Context: an optimization exercise on an open-source flow, tuned for small area, a short achievable clock period and few clock cycles. The choices shown serve that exercise and are no tape-out recipe. At most, simulation tests tie the RTL to the original design; equivalence was not proved. Power figures rest on the tool's default switching activity, not on a simulated workload.

==> trial 92 <==
## ook_rx
module ook_rx (
    input  wire          clk,
    input  wire          rst,
    input  wire          c_valid,
    output wire          c_ready,
    input  wire [17:0]   c_word,
    input  wire          f_pop,
    output wire          f_avail,
    output wire [6:0]    f_len,
    output wire [47:0]   f_payload,
    input  wire [2:0]    r_num,
    output reg  [31:0]   r_data
);
==> flow/config.mk <==
export PLATFORM = sky130hd
export DESIGN_NAME = ook_rx
export DESIGN_NICKNAME = ook_rx
export VERILOG_FILES = /design/flow/design.v
export SDC_FILE = /design/flow/constraint.sdc
export NUM_CORES = 4
export LEC_CHECK = 0
export CAP_MARGIN = 20
export CORE_MARGIN = 2
export CORE_UTILIZATION = 40
export CTS_BUF_LIST = sky130_fd_sc_hd__clkbuf_16
export CTS_CLUSTER_DIAMETER = 80
export CTS_CLUSTER_SIZE = 30
export PLACE_DENSITY = 0.6
export SLEW_MARGIN = 20
==> flow/constraint.sdc <==
create_clock -name core_clock -period 15.0 [get_ports {clk}]
set_input_delay 3.0000 -clock core_clock [delete_from_list [all_inputs] [get_ports {clk}]]
set_output_delay 3.0000 -clock core_clock [all_outputs]
set_load 0.01 [all_outputs]
standard.sh (not shown) runs the stock make flow with config.mk's settings and CLKGATE_MAP_FILE= SYNTH_SCRIPT=/design/flow/synth_recipe.tcl, a recipe that flattens the netlist after the stock synthesis.
==> flow/flow/run.sh <==
#!/bin/bash
# Standard layout, with timing repair aimed below the clock period: repair
# works until every path has SETUP_SLACK_MARGIN of slack, and ports get
# ordinary buffers instead of the delay cells buffer_ports picks by default.
set -euo pipefail
bash standard.sh \
  SETUP_SLACK_MARGIN=8.5 \
  "BUFFER_PORTS_ARGS=-buffer_cell sky130_fd_sc_hd__buf_4" \
  finish > standard.log 2>&1
==> inputs of trial 97, as changes to trial 92 <==
--- a/flow/design.v
+++ b/flow/design.v
@@ -15,26 +15,25 @@
     localparam integer G       = 300;
     localparam integer THR_NUM = 1;
     localparam integer THR_DEN = 20;
     localparam integer MINGAP  = 1;
     localparam integer PERIOD  = 2;
     localparam integer NMAX    = 96;
     localparam integer LMAX    = NMAX - W + 1;    
-    localparam integer P   = 12;                  
+    localparam integer P   = 8;                   
     localparam integer SW  = 17;                  
     localparam integer NBV = 57;                  
     localparam integer K0    = 3;
     localparam integer K     = 3;
     localparam integer NC    = 5;           
     localparam integer NSTEP = K0 + K * NC;       
     localparam [1:0] OP_NOP = 2'd0, OP_SAMPLE = 2'd1, OP_LAST = 2'd2, OP_END = 2'd3;
     reg              busy;
     reg  [6:0]       cnt;        
     reg  [6:0]       lw;         
-    reg  [3:0]       wl;         
     reg  [15:0]      sreg;       
     reg  [23:0]      tsum;       
     reg  [3:0]       dcyc;       
     reg  [6:0]       rr;         
     reg              aligned;
     reg  [6:0]       acnt;       
     reg              sa;         
@@ -68,15 +67,15 @@
     wire          alg_step = busy && !aligned;
     genvar gj;
     generate
         for (gj = 0; gj < P; gj = gj + 1) begin : g_lane
             localparam integer DEP   = (LMAX - 1 - gj) / P + 1;
             localparam integer KLAST = (DEP - 1) * P + gj;
             reg  [SW-1:0] sl [0:DEP-1];
-            wire en = (do_sw && wl == gj) || sa ||
+            wire en = (do_sw && lw[2:0] == gj) || sa ||
                       (alg_step && acnt <= KLAST);
             integer e;
             always @(posedge clk) begin
                 if (en) begin
                     for (e = 0; e < DEP - 1; e = e + 1)
                         sl[e] <= sl[e+1];
                     sl[DEP-1] <= s_new;
@@ -114,14 +113,15 @@
         for (si = 0; si < K; si = si + 1) begin
             dst  = dstep(dk_r, dk_q[23], lw);
             dk_r = dst[7:1];
             dk_q = {dk_q[22:0], dst[0]};
         end
     end
     wire [17:0] qt = tsum[17:0];
+    wire [6:0] kba = {ga, 3'b000};
     function gtc;
         input [17:0] a;
         input [17:0] b;
         integer i;
         reg c;
         begin
             c = 1'b0;
@@ -134,68 +134,66 @@
     integer ja;
     always @(*)
         for (ja = 0; ja < P; ja = ja + 1)
             cand[ja] = gtc({1'b0, head[ja]}, qt) && (rema > ja);
     wire last_ga = (rema <= P);
     wire        t_clr    = sa && last_ga;
     wire [23:0] tsum_acc = (t_clr ? 24'd0 : tsum) + {7'd0, s_new} + (c_step10 ? 24'd10 : 24'd11);
-    wire         first = (gb == 4'd0);
     reg  [P-1:0] mk;
     reg          pv;           
     reg          lpe;          
-    reg  [2:0]   ut;           
-    reg  [8:0]   w;            
+    reg  [1:0]   ut;           
+    reg  [5:0]   w;            
     reg          any;
-    reg  [3:0]   olast;
+    reg  [2:0]   olast;
     reg          pm;
     integer jb, ip;
     always @(*) begin
         pv    = mkp;
         lpe   = lpar;
-        ut    = 3'b000;
-        w     = 9'd0;
+        ut    = 2'b00;
+        w     = 6'd0;
         any   = 1'b0;
-        olast = 4'd0;
+        olast = 3'd0;
         for (ip = 0; ip < P / 2; ip = ip + 1) begin
             jb = 2 * ip;
-            if (first && jb == 0)
+            if (gb == 4'd0 && jb == 0)
                 mk[jb] = 1'b1;               
             else
                 mk[jb] = cr[jb] && !pv;
             if (mk[jb]) lpe = 1'b0;
             pv = mk[jb];
             jb = 2 * ip + 1;
             mk[jb] = cr[jb] && !pv;
-            if (mk[jb] && !lpe) ut = {ut[1:0], 1'b1};
+            if (mk[jb] && !lpe) ut = {ut[0], 1'b1};
             if (mk[jb]) lpe = 1'b1;
             pv = mk[jb];
-            pm = (mk[2*ip] && !(first && ip == 0)) || mk[2*ip+1];
+            pm = (mk[2*ip] && !(gb == 4'd0 && ip == 0)) || mk[2*ip+1];
             if (pm) begin
                 any = 1'b1;
                 case (ut)
-                    3'b000:  begin w[ip]     = 1'b1; olast = ip;     end
-                    3'b001:  begin w[ip + 1] = 1'b1; olast = ip + 1; end
-                    3'b011:  begin w[ip + 2] = 1'b1; olast = ip + 2; end
-                    default: begin w[ip + 3] = 1'b1; olast = ip + 3; end
+                    2'b00: begin w[ip]     = 1'b1; olast = ip;     end
+                    2'b01: begin w[ip + 1] = 1'b1; olast = ip + 1; end
+                    default: begin w[ip + 2] = 1'b1; olast = ip + 2; end
                 endcase
             end
         end
     end
-    wire [6:0]  base1 = {1'b0, gb, 2'b00} + {2'b0, gb, 1'b0} + uc - {1'b0, dofs, 3'b000};
-    wire [15:0] wsh   = {7'd0, w} << base1[2:0];
+    wire [6:0]  base1 = {1'b0, gb, 2'b00} + uc - {1'b0, dofs, 3'b000};    
+    wire [12:0] wsh   = {7'd0, w} << base1[2:0];
     wire [3:0]  bci   = base1[6:3];
     reg  [63:0] bset;
     integer c;
     always @(*) begin
         bset = 64'd0;
         for (c = 0; c < 8; c = c + 1) begin
             if (bci == c)
                 bset[8*c +: 8] = bset[8*c +: 8] | wsh[7:0];
             if (bci + 4'd1 == c)
-                bset[8*c +: 8] = bset[8*c +: 8] | wsh[15:8];
+                bset[8*c +: 8] = bset[8*c +: 8] | {3'b0, wsh[12:8]};
         end
     end
     reg  last_gb;
     wire [NBV-1:0] bv_nx = !sb ? bv : ((gb == 4'd0 ? {NBV{1'b0}} : bv) | bset[NBV-1:0]);
     wire [6:0]     nb_nx = (sb && any) ? base1 + {4'd0, olast} : nb;
     wire [7:0] hbyte  = bv[8:1];
     wire [2:0] len_e  = (hbyte[7:4] != 4'd0 || hbyte[3:1] == 3'd7) ? 3'd7 : hbyte[3:1];
@@ -207,15 +205,14 @@
     wire       p_drop = p_zero || dropn != 3'd0;
     wire       done   = tail && !p_drop && !p_emit && !fq_valid;
     always @(posedge clk) begin
         if (rst) begin
             busy     <= 1'b0;
             cnt      <= 7'd0;
             lw       <= 7'd0;
-            wl       <= 4'd0;
             tsum     <= 24'd0;
             dcyc     <= 4'd0;
             aligned  <= 1'b1;
             sa       <= 1'b0;
             sb       <= 1'b0;
             tail     <= 1'b0;
             fq_valid <= 1'b0;
@@ -231,22 +228,20 @@
             end
             if (do_sample) begin
                 sreg <= d;
                 cnt  <= cnt + 7'd1;
             end
             if (do_sw) begin
                 lw   <= lw + 7'd1;
-                wl   <= (wl == P - 1) ? 4'd0 : wl + 4'd1;
                 tsum <= tsum_acc;
             end
             if (do_close) begin
                 if (lw_cl == 7'd0) begin
                     cnt  <= 7'd0;
                     lw   <= 7'd0;
-                    wl   <= 4'd0;
                 end else begin
                     busy    <= 1'b1;
                     dcyc    <= NC + 1;
                     aligned <= (lw_cl == LMAX);
                     acnt    <= lw_cl;
                 end
             end
@@ -269,40 +264,38 @@
                 sa   <= 1'b1;
                 ga   <= 4'd0;
                 rema <= lw;
                 if (lw <= 2 * P) begin
                     busy <= 1'b0;
                     cnt  <= 7'd0;
                     lw   <= 7'd0;
-                    wl   <= 4'd0;
                 end
             end
             if (sa) begin
                 cr   <= cand;
                 ga   <= ga + 4'd1;
                 rema <= rema - P;
                 if (rema > 2 * P && rema <= 3 * P) begin
                     busy <= 1'b0;
                     cnt  <= 7'd0;
                     lw   <= 7'd0;
-                    wl   <= 4'd0;
                 end
                 if (last_ga) begin
                     sa   <= 1'b0;
                     if (!do_sw)
                         tsum <= 24'd0;
                 end
             end
             sb <= sa;
             gb <= ga;
             last_gb <= last_ga;
             if (sb) begin
                 mkp  <= mk[P-1];
                 lpar <= lpe;
-                uc   <= uc + {5'd0, ut[1], ut[2] | (ut[0] & !ut[1])};
+                uc   <= uc + {5'd0, ut[1], ut[0] & !ut[1]};
                 if (last_gb)
                     tail <= 1'b1;
             end
             bv <= p_drop ? {8'd0, bv_nx[NBV-1:8]} : bv_nx;
             nb <= p_drop ? nb_nx - 7'd8 : nb_nx;
             if (p_drop) begin
                 dofs <= dofs + 3'd1;
CORE_UTILIZATION = 60   (was 40)
PLACE_DENSITY = 0.8   (was 0.6)
==> inputs of build 28, as changes to trial 92 <==
--- a/flow/design.v
+++ b/flow/design.v
@@ -15,26 +15,25 @@
     localparam integer G       = 300;
     localparam integer THR_NUM = 1;
     localparam integer THR_DEN = 20;
     localparam integer MINGAP  = 1;
     localparam integer PERIOD  = 2;
     localparam integer NMAX    = 96;
     localparam integer LMAX    = NMAX - W + 1;    
-    localparam integer P   = 12;                  
+    localparam integer P   = 8;                   
     localparam integer SW  = 17;                  
     localparam integer NBV = 57;                  
     localparam integer K0    = 3;
     localparam integer K     = 3;
     localparam integer NC    = 5;           
     localparam integer NSTEP = K0 + K * NC;       
     localparam [1:0] OP_NOP = 2'd0, OP_SAMPLE = 2'd1, OP_LAST = 2'd2, OP_END = 2'd3;
     reg              busy;
     reg  [6:0]       cnt;        
     reg  [6:0]       lw;         
-    reg  [3:0]       wl;         
     reg  [15:0]      sreg;       
     reg  [23:0]      tsum;       
     reg  [3:0]       dcyc;       
     reg  [6:0]       rr;         
     reg              aligned;
     reg  [6:0]       acnt;       
     reg              sa;         
@@ -68,15 +67,15 @@
     wire          alg_step = busy && !aligned;
     genvar gj;
     generate
         for (gj = 0; gj < P; gj = gj + 1) begin : g_lane
             localparam integer DEP   = (LMAX - 1 - gj) / P + 1;
             localparam integer KLAST = (DEP - 1) * P + gj;
             reg  [SW-1:0] sl [0:DEP-1];
-            wire en = (do_sw && wl == gj) || sa ||
+            wire en = (do_sw && lw[2:0] == gj) || sa ||
                       (alg_step && acnt <= KLAST);
             integer e;
             always @(posedge clk) begin
                 if (en) begin
                     for (e = 0; e < DEP - 1; e = e + 1)
                         sl[e] <= sl[e+1];
                     sl[DEP-1] <= s_new;
@@ -114,14 +113,15 @@
         for (si = 0; si < K; si = si + 1) begin
             dst  = dstep(dk_r, dk_q[23], lw);
             dk_r = dst[7:1];
             dk_q = {dk_q[22:0], dst[0]};
         end
     end
     wire [17:0] qt = tsum[17:0];
+    wire [6:0] kba = {ga, 3'b000};
     function gtc;
         input [17:0] a;
         input [17:0] b;
         integer i;
         reg c;
         begin
             c = 1'b0;
@@ -134,68 +134,66 @@
     integer ja;
     always @(*)
         for (ja = 0; ja < P; ja = ja + 1)
             cand[ja] = gtc({1'b0, head[ja]}, qt) && (rema > ja);
     wire last_ga = (rema <= P);
     wire        t_clr    = sa && last_ga;
     wire [23:0] tsum_acc = (t_clr ? 24'd0 : tsum) + {7'd0, s_new} + (c_step10 ? 24'd10 : 24'd11);
-    wire         first = (gb == 4'd0);
     reg  [P-1:0] mk;
     reg          pv;           
     reg          lpe;          
-    reg  [2:0]   ut;           
-    reg  [8:0]   w;            
+    reg  [1:0]   ut;           
+    reg  [5:0]   w;            
     reg          any;
-    reg  [3:0]   olast;
+    reg  [2:0]   olast;
     reg          pm;
     integer jb, ip;
     always @(*) begin
         pv    = mkp;
         lpe   = lpar;
-        ut    = 3'b000;
-        w     = 9'd0;
+        ut    = 2'b00;
+        w     = 6'd0;
         any   = 1'b0;
-        olast = 4'd0;
+        olast = 3'd0;
         for (ip = 0; ip < P / 2; ip = ip + 1) begin
             jb = 2 * ip;
-            if (first && jb == 0)
+            if (gb == 4'd0 && jb == 0)
                 mk[jb] = 1'b1;               
             else
                 mk[jb] = cr[jb] && !pv;
             if (mk[jb]) lpe = 1'b0;
             pv = mk[jb];
             jb = 2 * ip + 1;
             mk[jb] = cr[jb] && !pv;
-            if (mk[jb] && !lpe) ut = {ut[1:0], 1'b1};
+            if (mk[jb] && !lpe) ut = {ut[0], 1'b1};
             if (mk[jb]) lpe = 1'b1;
             pv = mk[jb];
-            pm = (mk[2*ip] && !(first && ip == 0)) || mk[2*ip+1];
+            pm = (mk[2*ip] && !(gb == 4'd0 && ip == 0)) || mk[2*ip+1];
             if (pm) begin
                 any = 1'b1;
                 case (ut)
-                    3'b000:  begin w[ip]     = 1'b1; olast = ip;     end
-                    3'b001:  begin w[ip + 1] = 1'b1; olast = ip + 1; end
-                    3'b011:  begin w[ip + 2] = 1'b1; olast = ip + 2; end
-                    default: begin w[ip + 3] = 1'b1; olast = ip + 3; end
+                    2'b00: begin w[ip]     = 1'b1; olast = ip;     end
+                    2'b01: begin w[ip + 1] = 1'b1; olast = ip + 1; end
+                    default: begin w[ip + 2] = 1'b1; olast = ip + 2; end
                 endcase
             end
         end
     end
-    wire [6:0]  base1 = {1'b0, gb, 2'b00} + {2'b0, gb, 1'b0} + uc - {1'b0, dofs, 3'b000};
-    wire [15:0] wsh   = {7'd0, w} << base1[2:0];
+    wire [6:0]  base1 = {1'b0, gb, 2'b00} + uc - {1'b0, dofs, 3'b000};    
+    wire [12:0] wsh   = {7'd0, w} << base1[2:0];
     wire [3:0]  bci   = base1[6:3];
     reg  [63:0] bset;
     integer c;
     always @(*) begin
         bset = 64'd0;
         for (c = 0; c < 8; c = c + 1) begin
             if (bci == c)
                 bset[8*c +: 8] = bset[8*c +: 8] | wsh[7:0];
             if (bci + 4'd1 == c)
-                bset[8*c +: 8] = bset[8*c +: 8] | wsh[15:8];
+                bset[8*c +: 8] = bset[8*c +: 8] | {3'b0, wsh[12:8]};
         end
     end
     reg  last_gb;
     wire [NBV-1:0] bv_nx = !sb ? bv : ((gb == 4'd0 ? {NBV{1'b0}} : bv) | bset[NBV-1:0]);
     wire [6:0]     nb_nx = (sb && any) ? base1 + {4'd0, olast} : nb;
     wire [7:0] hbyte  = bv[8:1];
     wire [2:0] len_e  = (hbyte[7:4] != 4'd0 || hbyte[3:1] == 3'd7) ? 3'd7 : hbyte[3:1];
@@ -207,15 +205,14 @@
     wire       p_drop = p_zero || dropn != 3'd0;
     wire       done   = tail && !p_drop && !p_emit && !fq_valid;
     always @(posedge clk) begin
         if (rst) begin
             busy     <= 1'b0;
             cnt      <= 7'd0;
             lw       <= 7'd0;
-            wl       <= 4'd0;
             tsum     <= 24'd0;
             dcyc     <= 4'd0;
             aligned  <= 1'b1;
             sa       <= 1'b0;
             sb       <= 1'b0;
             tail     <= 1'b0;
             fq_valid <= 1'b0;
@@ -231,22 +228,20 @@
             end
             if (do_sample) begin
                 sreg <= d;
                 cnt  <= cnt + 7'd1;
             end
             if (do_sw) begin
                 lw   <= lw + 7'd1;
-                wl   <= (wl == P - 1) ? 4'd0 : wl + 4'd1;
                 tsum <= tsum_acc;
             end
             if (do_close) begin
                 if (lw_cl == 7'd0) begin
                     cnt  <= 7'd0;
                     lw   <= 7'd0;
-                    wl   <= 4'd0;
                 end else begin
                     busy    <= 1'b1;
                     dcyc    <= NC + 1;
                     aligned <= (lw_cl == LMAX);
                     acnt    <= lw_cl;
                 end
             end
@@ -269,40 +264,38 @@
                 sa   <= 1'b1;
                 ga   <= 4'd0;
                 rema <= lw;
                 if (lw <= 2 * P) begin
                     busy <= 1'b0;
                     cnt  <= 7'd0;
                     lw   <= 7'd0;
-                    wl   <= 4'd0;
                 end
             end
             if (sa) begin
                 cr   <= cand;
                 ga   <= ga + 4'd1;
                 rema <= rema - P;
                 if (rema > 2 * P && rema <= 3 * P) begin
                     busy <= 1'b0;
                     cnt  <= 7'd0;
                     lw   <= 7'd0;
-                    wl   <= 4'd0;
                 end
                 if (last_ga) begin
                     sa   <= 1'b0;
                     if (!do_sw)
                         tsum <= 24'd0;
                 end
             end
             sb <= sa;
             gb <= ga;
             last_gb <= last_ga;
             if (sb) begin
                 mkp  <= mk[P-1];
                 lpar <= lpe;
-                uc   <= uc + {5'd0, ut[1], ut[2] | (ut[0] & !ut[1])};
+                uc   <= uc + {5'd0, ut[1], ut[0] & !ut[1]};
                 if (last_gb)
                     tail <= 1'b1;
             end
             bv <= p_drop ? {8'd0, bv_nx[NBV-1:8]} : bv_nx;
             nb <= p_drop ? nb_nx - 7'd8 : nb_nx;
             if (p_drop) begin
                 dofs <= dofs + 3'd1;
@@ -327,26 +320,20 @@
     always @(*)
         for (fi = 0; fi < 6; fi = fi + 1)
             pay[8*fi +: 8] = (fi < len_e) ? bv[8*fi+9 +: 8] : 8'd0;
     assign f_avail   = fq_valid;
     assign f_len     = fq_valid ? {4'd0, len_e} : 7'd0;
     assign f_payload = fq_valid ? pay : 48'd0;
     wire [31:0] status = {10'd0, 17'd0, 1'b1, full, fq_valid, fq_valid, busy};
-    wire [7:0] rs;
-    genvar gr;
-    generate
-        for (gr = 0; gr < 8; gr = gr + 1) begin : g_rs
-            assign rs[gr] = (r_num == gr);
-        end
-    endgenerate
     always @(*) begin
-        r_data = 32'd0;
-        r_data[0] = rs[2] | rs[4] | (rs[6] & busy)     | (rs[7] & cnt[0]);
-        r_data[1] = rs[0] | rs[5] | (rs[6] & fq_valid) | (rs[7] & cnt[1]);
-        r_data[2] = rs[1] | rs[3] | (rs[6] & fq_valid) | (rs[7] & cnt[2]);
-        r_data[3] = rs[1] |         (rs[6] & full)     | (rs[7] & cnt[3]);
-        r_data[4] = rs[3] | rs[6] |                      (rs[7] & cnt[4]);
-        r_data[5] = rs[1] |                              (rs[7] & cnt[5]);
-        r_data[6] =                                      (rs[7] & cnt[6]);
-        r_data[8] = rs[1];
+        case (r_num)
+            3'd0:    r_data = W;
+            3'd1:    r_data = G;
+            3'd2:    r_data = THR_NUM;
+            3'd3:    r_data = THR_DEN;
+            3'd4:    r_data = MINGAP;
+            3'd5:    r_data = PERIOD;
+            3'd6:    r_data = status;
+            default: r_data = {25'd0, cnt};
+        endcase
     end
 endmodule
==> flow/flow/run.sh (replaced) <==
#!/bin/bash
# Standard layout, with timing repair aimed below the clock period: repair
# works until every path has SETUP_SLACK_MARGIN of slack, and ports get
# ordinary buffers instead of the delay cells buffer_ports picks by default.
set -euo pipefail
bash standard.sh \
  SETUP_SLACK_MARGIN=8.2 \
  "BUFFER_PORTS_ARGS=-buffer_cell sky130_fd_sc_hd__buf_4" \
  finish > standard.log 2>&1
CTS_BUF_LIST = default   (was sky130_fd_sc_hd__clkbuf_16)
CTS_CLUSTER_DIAMETER = default   (was 80)
CTS_CLUSTER_SIZE = default   (was 30)
==> inputs of build 39, as changes to trial 92 <==
--- a/flow/design.v
+++ b/flow/design.v
@@ -15,26 +15,25 @@
     localparam integer G       = 300;
     localparam integer THR_NUM = 1;
     localparam integer THR_DEN = 20;
     localparam integer MINGAP  = 1;
     localparam integer PERIOD  = 2;
     localparam integer NMAX    = 96;
     localparam integer LMAX    = NMAX - W + 1;    
-    localparam integer P   = 12;                  
+    localparam integer P   = 8;                   
     localparam integer SW  = 17;                  
     localparam integer NBV = 57;                  
     localparam integer K0    = 3;
     localparam integer K     = 3;
     localparam integer NC    = 5;           
     localparam integer NSTEP = K0 + K * NC;       
     localparam [1:0] OP_NOP = 2'd0, OP_SAMPLE = 2'd1, OP_LAST = 2'd2, OP_END = 2'd3;
     reg              busy;
     reg  [6:0]       cnt;        
     reg  [6:0]       lw;         
-    reg  [3:0]       wl;         
     reg  [15:0]      sreg;       
     reg  [23:0]      tsum;       
     reg  [3:0]       dcyc;       
     reg  [6:0]       rr;         
     reg              aligned;
     reg  [6:0]       acnt;       
     reg              sa;         
@@ -68,15 +67,15 @@
     wire          alg_step = busy && !aligned;
     genvar gj;
     generate
         for (gj = 0; gj < P; gj = gj + 1) begin : g_lane
             localparam integer DEP   = (LMAX - 1 - gj) / P + 1;
             localparam integer KLAST = (DEP - 1) * P + gj;
             reg  [SW-1:0] sl [0:DEP-1];
-            wire en = (do_sw && wl == gj) || sa ||
+            wire en = (do_sw && lw[2:0] == gj) || sa ||
                       (alg_step && acnt <= KLAST);
             integer e;
             always @(posedge clk) begin
                 if (en) begin
                     for (e = 0; e < DEP - 1; e = e + 1)
                         sl[e] <= sl[e+1];
                     sl[DEP-1] <= s_new;
@@ -114,14 +113,15 @@
         for (si = 0; si < K; si = si + 1) begin
             dst  = dstep(dk_r, dk_q[23], lw);
             dk_r = dst[7:1];
             dk_q = {dk_q[22:0], dst[0]};
         end
     end
     wire [17:0] qt = tsum[17:0];
+    wire [6:0] kba = {ga, 3'b000};
     function gtc;
         input [17:0] a;
         input [17:0] b;
         integer i;
         reg c;
         begin
             c = 1'b0;
@@ -134,68 +134,66 @@
     integer ja;
     always @(*)
         for (ja = 0; ja < P; ja = ja + 1)
             cand[ja] = gtc({1'b0, head[ja]}, qt) && (rema > ja);
     wire last_ga = (rema <= P);
     wire        t_clr    = sa && last_ga;
     wire [23:0] tsum_acc = (t_clr ? 24'd0 : tsum) + {7'd0, s_new} + (c_step10 ? 24'd10 : 24'd11);
-    wire         first = (gb == 4'd0);
     reg  [P-1:0] mk;
     reg          pv;           
     reg          lpe;          
-    reg  [2:0]   ut;           
-    reg  [8:0]   w;            
+    reg  [1:0]   ut;           
+    reg  [5:0]   w;            
     reg          any;
-    reg  [3:0]   olast;
+    reg  [2:0]   olast;
     reg          pm;
     integer jb, ip;
     always @(*) begin
         pv    = mkp;
         lpe   = lpar;
-        ut    = 3'b000;
-        w     = 9'd0;
+        ut    = 2'b00;
+        w     = 6'd0;
         any   = 1'b0;
-        olast = 4'd0;
+        olast = 3'd0;
         for (ip = 0; ip < P / 2; ip = ip + 1) begin
             jb = 2 * ip;
-            if (first && jb == 0)
+            if (gb == 4'd0 && jb == 0)
                 mk[jb] = 1'b1;               
             else
                 mk[jb] = cr[jb] && !pv;
             if (mk[jb]) lpe = 1'b0;
             pv = mk[jb];
             jb = 2 * ip + 1;
             mk[jb] = cr[jb] && !pv;
-            if (mk[jb] && !lpe) ut = {ut[1:0], 1'b1};
+            if (mk[jb] && !lpe) ut = {ut[0], 1'b1};
             if (mk[jb]) lpe = 1'b1;
             pv = mk[jb];
-            pm = (mk[2*ip] && !(first && ip == 0)) || mk[2*ip+1];
+            pm = (mk[2*ip] && !(gb == 4'd0 && ip == 0)) || mk[2*ip+1];
             if (pm) begin
                 any = 1'b1;
                 case (ut)
-                    3'b000:  begin w[ip]     = 1'b1; olast = ip;     end
-                    3'b001:  begin w[ip + 1] = 1'b1; olast = ip + 1; end
-                    3'b011:  begin w[ip + 2] = 1'b1; olast = ip + 2; end
-                    default: begin w[ip + 3] = 1'b1; olast = ip + 3; end
+                    2'b00: begin w[ip]     = 1'b1; olast = ip;     end
+                    2'b01: begin w[ip + 1] = 1'b1; olast = ip + 1; end
+                    default: begin w[ip + 2] = 1'b1; olast = ip + 2; end
                 endcase
             end
         end
     end
-    wire [6:0]  base1 = {1'b0, gb, 2'b00} + {2'b0, gb, 1'b0} + uc - {1'b0, dofs, 3'b000};
-    wire [15:0] wsh   = {7'd0, w} << base1[2:0];
+    wire [6:0]  base1 = {1'b0, gb, 2'b00} + uc - {1'b0, dofs, 3'b000};    
+    wire [12:0] wsh   = {7'd0, w} << base1[2:0];
     wire [3:0]  bci   = base1[6:3];
     reg  [63:0] bset;
     integer c;
     always @(*) begin
         bset = 64'd0;
         for (c = 0; c < 8; c = c + 1) begin
             if (bci == c)
                 bset[8*c +: 8] = bset[8*c +: 8] | wsh[7:0];
             if (bci + 4'd1 == c)
-                bset[8*c +: 8] = bset[8*c +: 8] | wsh[15:8];
+                bset[8*c +: 8] = bset[8*c +: 8] | {3'b0, wsh[12:8]};
         end
     end
     reg  last_gb;
     wire [NBV-1:0] bv_nx = !sb ? bv : ((gb == 4'd0 ? {NBV{1'b0}} : bv) | bset[NBV-1:0]);
     wire [6:0]     nb_nx = (sb && any) ? base1 + {4'd0, olast} : nb;
     wire [7:0] hbyte  = bv[8:1];
     wire [2:0] len_e  = (hbyte[7:4] != 4'd0 || hbyte[3:1] == 3'd7) ? 3'd7 : hbyte[3:1];
@@ -207,15 +205,14 @@
     wire       p_drop = p_zero || dropn != 3'd0;
     wire       done   = tail && !p_drop && !p_emit && !fq_valid;
     always @(posedge clk) begin
         if (rst) begin
             busy     <= 1'b0;
             cnt      <= 7'd0;
             lw       <= 7'd0;
-            wl       <= 4'd0;
             tsum     <= 24'd0;
             dcyc     <= 4'd0;
             aligned  <= 1'b1;
             sa       <= 1'b0;
             sb       <= 1'b0;
             tail     <= 1'b0;
             fq_valid <= 1'b0;
@@ -231,22 +228,20 @@
             end
             if (do_sample) begin
                 sreg <= d;
                 cnt  <= cnt + 7'd1;
             end
             if (do_sw) begin
                 lw   <= lw + 7'd1;
-                wl   <= (wl == P - 1) ? 4'd0 : wl + 4'd1;
                 tsum <= tsum_acc;
             end
             if (do_close) begin
                 if (lw_cl == 7'd0) begin
                     cnt  <= 7'd0;
                     lw   <= 7'd0;
-                    wl   <= 4'd0;
                 end else begin
                     busy    <= 1'b1;
                     dcyc    <= NC + 1;
                     aligned <= (lw_cl == LMAX);
                     acnt    <= lw_cl;
                 end
             end
@@ -269,40 +264,38 @@
                 sa   <= 1'b1;
                 ga   <= 4'd0;
                 rema <= lw;
                 if (lw <= 2 * P) begin
                     busy <= 1'b0;
                     cnt  <= 7'd0;
                     lw   <= 7'd0;
-                    wl   <= 4'd0;
                 end
             end
             if (sa) begin
                 cr   <= cand;
                 ga   <= ga + 4'd1;
                 rema <= rema - P;
                 if (rema > 2 * P && rema <= 3 * P) begin
                     busy <= 1'b0;
                     cnt  <= 7'd0;
                     lw   <= 7'd0;
-                    wl   <= 4'd0;
                 end
                 if (last_ga) begin
                     sa   <= 1'b0;
                     if (!do_sw)
                         tsum <= 24'd0;
                 end
             end
             sb <= sa;
             gb <= ga;
             last_gb <= last_ga;
             if (sb) begin
                 mkp  <= mk[P-1];
                 lpar <= lpe;
-                uc   <= uc + {5'd0, ut[1], ut[2] | (ut[0] & !ut[1])};
+                uc   <= uc + {5'd0, ut[1], ut[0] & !ut[1]};
                 if (last_gb)
                     tail <= 1'b1;
             end
             bv <= p_drop ? {8'd0, bv_nx[NBV-1:8]} : bv_nx;
             nb <= p_drop ? nb_nx - 7'd8 : nb_nx;
             if (p_drop) begin
                 dofs <= dofs + 3'd1;
CORE_UTILIZATION = 50   (was 40)
PLACE_DENSITY = 0.75   (was 0.6)
==> summary of the runs <==
Utilization, lowest first: trial 92, build 28, build 39, trial 97.
The highest critical path depth belongs to trial 92, the lowest to build 28.
In sequential power, trial 92 and build 28 hardly differ.
The highest via count belongs to trial 92, the lowest to build 39.
In trial 97 the clock power is smaller than in build 28, by about 45%.
Synthesized cell count: trial 97 is lower than build 28 (1.4%).
Worst hold slack: build 28 < build 39 < trial 97 < trial 92.
In combinational power, build 28 and build 39 hardly differ.
==> figures <==
quantity	build 39	trial 97	build 28	trial 92
Proportion of synthesized chip area in sequential cells	81.5%	81.5%	81.1%	78.7%
Outcome	complete, no violations	complete, no violations	complete, no violations	complete, no violations
Power spent charging and discharging nets	2140 uW	2170 uW	2550 uW	2330 uW
Critical register-to-register path endpoint	rr[1]$_DFFE_PP_	rr[5]$_DFFE_PP_	rr[0]$_DFFE_PP_	rr[2]$_DFFE_PP_
First-pass detailed-route iteration total	9	8	5	6
Register-to-register setup slack	8740 ps	8590 ps	8580 ps	8790 ps
Final std cells w/o fill	5583	5219	6226	6446
Final Skew	56.4 ps	32.0 ps	47.2 ps	34.7 ps
Clock latency on the worst-skew pair	690 ps	670 ps	790 ps	710 ps
HPWL after detailed placement	68.6 mm	69.7 mm	70.5 mm	78.0 mm
Fraction of standard cell area in multi-input logic	16.7%	16.9%	15.8%	18.7%
ClkCell Share	2.95%	2.91%	7.45%	3.02%
Period minus WS final	6720 ps	6760 ps	6750 ps	6870 ps
Metal3 WL	6.37 mm	7.75 mm	6.01 mm	4.63 mm
DRT iter0 DRCs	3498	3287	2696	2918
H-tree level count	3	3	4	3
CTS buffer count	73	73	172	75
Layout cells sized above 1	12.7%	12.0%	13.6%	11.6%
Testbench counts of trial 97, summed over its fixed seeds: cycles 7,239.
Testbench counts of build 28, summed over its fixed seeds: cycles 7,239.
Testbench counts of build 39, summed over its fixed seeds: cycles 7,239.
No functional check of the RTL was part of trial 92.

==> static timing again, ports no longer ideal <==
How much do the figures lean on ideal ports? The routed layouts below were timed once more, with nothing changed but the port constraints.
Step 1 assumes that a clkbuf_16 drives the clock port and a buf_2 every other input.
Step 2, shift: input delay + t, output delay - t, t = (earliest + latest rising clock arrival at the registers) / 2. This alone moves slack from input paths to output paths.
Three values: no drivers, after step 1, after step 2; two values: the first two.
run | t (ns) | slack for setup (ns) | slew at the worst register clock pin (ns)
trial 92 | 0.769 | 8.132 / 8.171 / 7.402 | 0.12 / 0.12
trial 97 | 0.730 | 8.243 / 8.157 / 7.550 | 0.12 / 0.12
build 28 | 0.852 | 8.250 / 8.218 / 7.460 | 0.07 / 0.07
build 39 | 0.734 | 8.281 / 8.187 / 7.724 | 0.12 / 0.12
After both steps setup and hold are still met in every run listed. For build 28, which loses most, drivers alone change the setup slack by -0.032 ns; drivers and shift together by -0.790 ns.
